Context: an optimization exercise on an open-source flow, tuned for small area and few clock cycles. The choices shown serve that exercise and are no tape-out recipe.
Function was checked by simulation only, so behaviour that the tests miss may differ from the original.
The clock input has no modelled driver; a real chip could not lean on it and would need a root buffer or a full tree.
Power and IR drop assume default switching activity.

==> flow/design.v (excerpt) <==
module frame_codec (
    input  wire        clk,
    input  wire        rst,
    input  wire        mode_wr,
    input  wire        mode_wdata,
    output wire        mode,
    input  wire        tx_valid,
    output wire        tx_ready,
    input  wire [15:0] tx_type,
    input  wire [15:0] tx_len,
    input  wire        txd_valid,
    output wire        txd_ready,
    input  wire [7:0]  txd_data,
    output wire        enc_valid,
    input  wire        enc_ready,
    output wire [7:0]  enc_data,
    output wire        enc_last,
    input  wire        rx_valid,
    input  wire [7:0]  rx_data,
    input  wire        rx_last,
    output wire        rxd_valid,
    output wire [7:0]  rxd_data,
    output wire        dec_done,
    output wire [2:0]  dec_status,
    output wire [15:0] dec_type,
    output wire [15:0] dec_len
);
Settings: LEC_CHECK=0, CAP_MARGIN=0, CORE_MARGIN=2, CORE_UTILIZATION=55, PLACE_DENSITY=0.75, SLEW_MARGIN=0; clock period 7.0 ns.
standard.sh (not shown) runs the stock make flow with config.mk's settings and CLKGATE_MAP_FILE= SYNTH_SCRIPT=/design/flow/synth_recipe.tcl, a recipe that flattens the netlist after the stock synthesis.
==> flow/flow/run.sh <==
#!/bin/bash
# Layout flow: the standard flow (standard.sh) with
#  - synthesis mapped by several area-oriented ABC scripts, keeping the
#    smallest netlist (flow/my_synth.tcl, flow/s*.script),
#  - port buffers of the smallest buffer cell, repair aiming at the
#    library limits themselves (CAP_MARGIN, SLEW_MARGIN 0 in config.mk),
#  - a clock tree made by hand (flow/manual_cts.tcl, sourced before ORFS's
#    CTS step, replaces clock_tree_synthesis): 6 buf_12 leaf buffers,
#    each for a sixth of the registers, fed by one clkbuf_4.
# Each tool's output goes to a log file in this folder (ORFS's own logs
# stay under orfs/logs).
set -e
W=$(pwd)
sed "s#SYNTH_SCRIPT=[^ ]*#SYNTH_SCRIPT=$W/flow/my_synth.tcl#" standard.sh > my_standard.sh
export MY_ABC_SCRIPTS="$(ls $W/flow/s*.script | tr '\n' ' ')"
export BUFFER_PORTS_ARGS="-buffer_cell sky130_fd_sc_hd__buf_1"
export PRE_CTS_TCL=$W/flow/manual_cts.tcl
export CTS_GROUPS=6
export CTS_CELL=sky130_fd_sc_hd__buf_12
export CTS_ROOT=sky130_fd_sc_hd__clkbuf_4
bash my_standard.sh > standard.log 2>&1
==> flow/flow/manual_cts.tcl <==
# Clock tree made by hand: the register clock pins are split by placement
# into CTS_GROUPS groups of nearly equal size (halving along x, then y, ...),
# and each group gets one clock buffer at the centre of its pins, driven
# straight from the clock port.
proc mcts_split {pins n axis} {
  if {$n <= 1 || [llength $pins] < 2} { return [list $pins] }
  set idx [expr {$axis eq "x" ? 1 : 2}]
  set sorted [lsort -real -index $idx $pins]
  set n1 [expr {$n / 2}]
  set k [expr {int(round([llength $sorted] * double($n1) / $n))}]
  set a [lrange $sorted 0 [expr {$k - 1}]]
  set b [lrange $sorted $k end]
  set nx [expr {$axis eq "x" ? "y" : "x"}]
  return [concat [mcts_split $a $n1 $nx] [mcts_split $b [expr {$n - $n1}] $nx]]
}
proc clock_tree_synthesis {args} {
  set ngroups [expr {[info exists ::env(CTS_GROUPS)] ? $::env(CTS_GROUPS) : 4}]
  set cell [expr {[info exists ::env(CTS_CELL)] ? $::env(CTS_CELL) : "sky130_fd_sc_hd__clkbuf_16"}]
  set block [ord::get_db_block]
  foreach clk [all_clocks] {
    foreach src [get_property $clk sources] {
      set net_name [get_full_name $src]
      set net [$block findNet $net_name]
      set pins {}
      foreach pin [get_pins -of_objects [get_nets $net_name]] {
        if {[get_property $pin direction] ne "input"} { continue }
        set it [sta::sta_to_db_pin $pin]
        set loc [[$it getInst] getLocation]
        lappend pins [list $pin [lindex $loc 0] [lindex $loc 1]]
      }
      set groups [mcts_split $pins $ngroups x]
      set gi 0
      foreach g $groups {
        set names {}
        set sx 0; set sy 0
        foreach p $g { lappend names [lindex $p 0]; set sx [expr {$sx + [lindex $p 1]}]; set sy [expr {$sy + [lindex $p 2]}] }
        set cnt [llength $g]
        set dbu [$block getDbUnitsPerMicron]
        set cx [expr {double($sx) / $cnt / $dbu}]
        set cy [expr {double($sy) / $cnt / $dbu}]
        puts "manual CTS: group $gi, $cnt clock pins, buffer at ($cx, $cy)"
        insert_buffer -buffer_cell $cell -net $net_name -load_pins $names \
          -location [list $cx $cy] -buffer_name "clkbuf_m_$gi" -net_name "clk_m_$gi"
        incr gi
      }
      if {[info exists ::env(CTS_ROOT)] && $::env(CTS_ROOT) ne ""} {
        set loads {}
        set sx 0; set sy 0
        foreach pin [get_pins -of_objects [get_nets $net_name]] {
          if {[get_property $pin direction] ne "input"} { continue }
          set loc [[[sta::sta_to_db_pin $pin] getInst] getLocation]
          set sx [expr {$sx + [lindex $loc 0]}]; set sy [expr {$sy + [lindex $loc 1]}]
          lappend loads $pin
        }
        set dbu [$block getDbUnitsPerMicron]
        set cx [expr {double($sx) / [llength $loads] / $dbu}]
        set cy [expr {double($sy) / [llength $loads] / $dbu}]
        puts "manual CTS: root buffer for [llength $loads] buffers at ($cx, $cy)"
        insert_buffer -buffer_cell $::env(CTS_ROOT) -net $net_name -load_pins $loads \
          -location [list $cx $cy] -buffer_name "clkbuf_m_root" -net_name "clk_m_root"
      }
    }
  }
  set_propagated_clock [all_clocks]
}
Other scripts of this flow, unchanged in this note and not shown: flow/flow/my_synth.tcl, flow/flow/s01.script, flow/flow/s02.script, flow/flow/s03.script, flow/flow/s04.script, flow/flow/s05.script, flow/flow/s06.script, flow/flow/s07.script, flow/flow/s08.script, flow/flow/s09.script, flow/flow/s10.script, flow/flow/s11.script, flow/flow/s12.script, flow/flow/s13.script, flow/flow/s14.script, flow/flow/s15.script, flow/flow/s16.script, flow/flow/s17.script, flow/flow/s18.script
The baseline passed the timing, design-rule and antenna checks.
Testbench counts at the start, summed over its fixed seeds: cycles 22,351.
Edit:
--- a/flow/flow/run.sh
+++ b/flow/flow/run.sh
@@ -8,2 +8,2 @@
-#    CTS step, replaces clock_tree_synthesis): 6 buf_12 leaf buffers,
-#    each for a sixth of the registers, fed by one clkbuf_4.
+#    CTS step, replaces clock_tree_synthesis): 6 clkbuf_16 leaf buffers,
+#    each for a sixth of the registers, fed by one clkbuf_8.
@@ -19,2 +19,2 @@
-export CTS_CELL=sky130_fd_sc_hd__buf_12
-export CTS_ROOT=sky130_fd_sc_hd__clkbuf_4
+export CTS_CELL=sky130_fd_sc_hd__clkbuf_16
+export CTS_ROOT=sky130_fd_sc_hd__clkbuf_8
After rerunning:
- The new run completed with no timing, DRC or antenna violations
- fmax grows by about 1.5%
- power grows by 0.80%
- register-to-register slack gets better by 20 ps
- worst setup slack gets better by 95 ps
- wire length stays flat
- sequential share of layout area shrinks by 0.16 points
- design area grows by about 0.4%
- global-route usage grows by 0.19 points
- final cell count hardly moves
- utilization grows by 0.24 points
No run of this note takes its clock network from TritonCTS; it comes from the design's own scripts or RTL.

## re-timing with driven ports
Ports are ideal in the flow. The routed layouts listed here were re-timed in OpenROAD. Step 1 sets driving cells, clkbuf_16 on the clock port and buf_2 on the other inputs (assumed; they add their load-dependent delay and slew). Step 2 moves the port delays by t, midway between the first and last clock arrival at a register: inputs arrive t later, outputs are due t later. That takes back most of the time a late clock gives input paths. a / b / c = ideal ports / drivers / drivers and shift; a / b = the first two.
| run | shift t [ns] | setup WS [ns] | worst hold slack (ns) | worst setup path at the end |
|---|---|---|---|---|
| the first run | 0.517 | 0.538 / 0.504 / 1.021 | 0.447 / 0.447 / 0.447 | register to output |
| the second run | 0.443 | 0.632 / 0.597 / 1.040 | 0.447 / 0.447 / 0.447 | register to output |
After both steps every run listed still meets setup and hold.
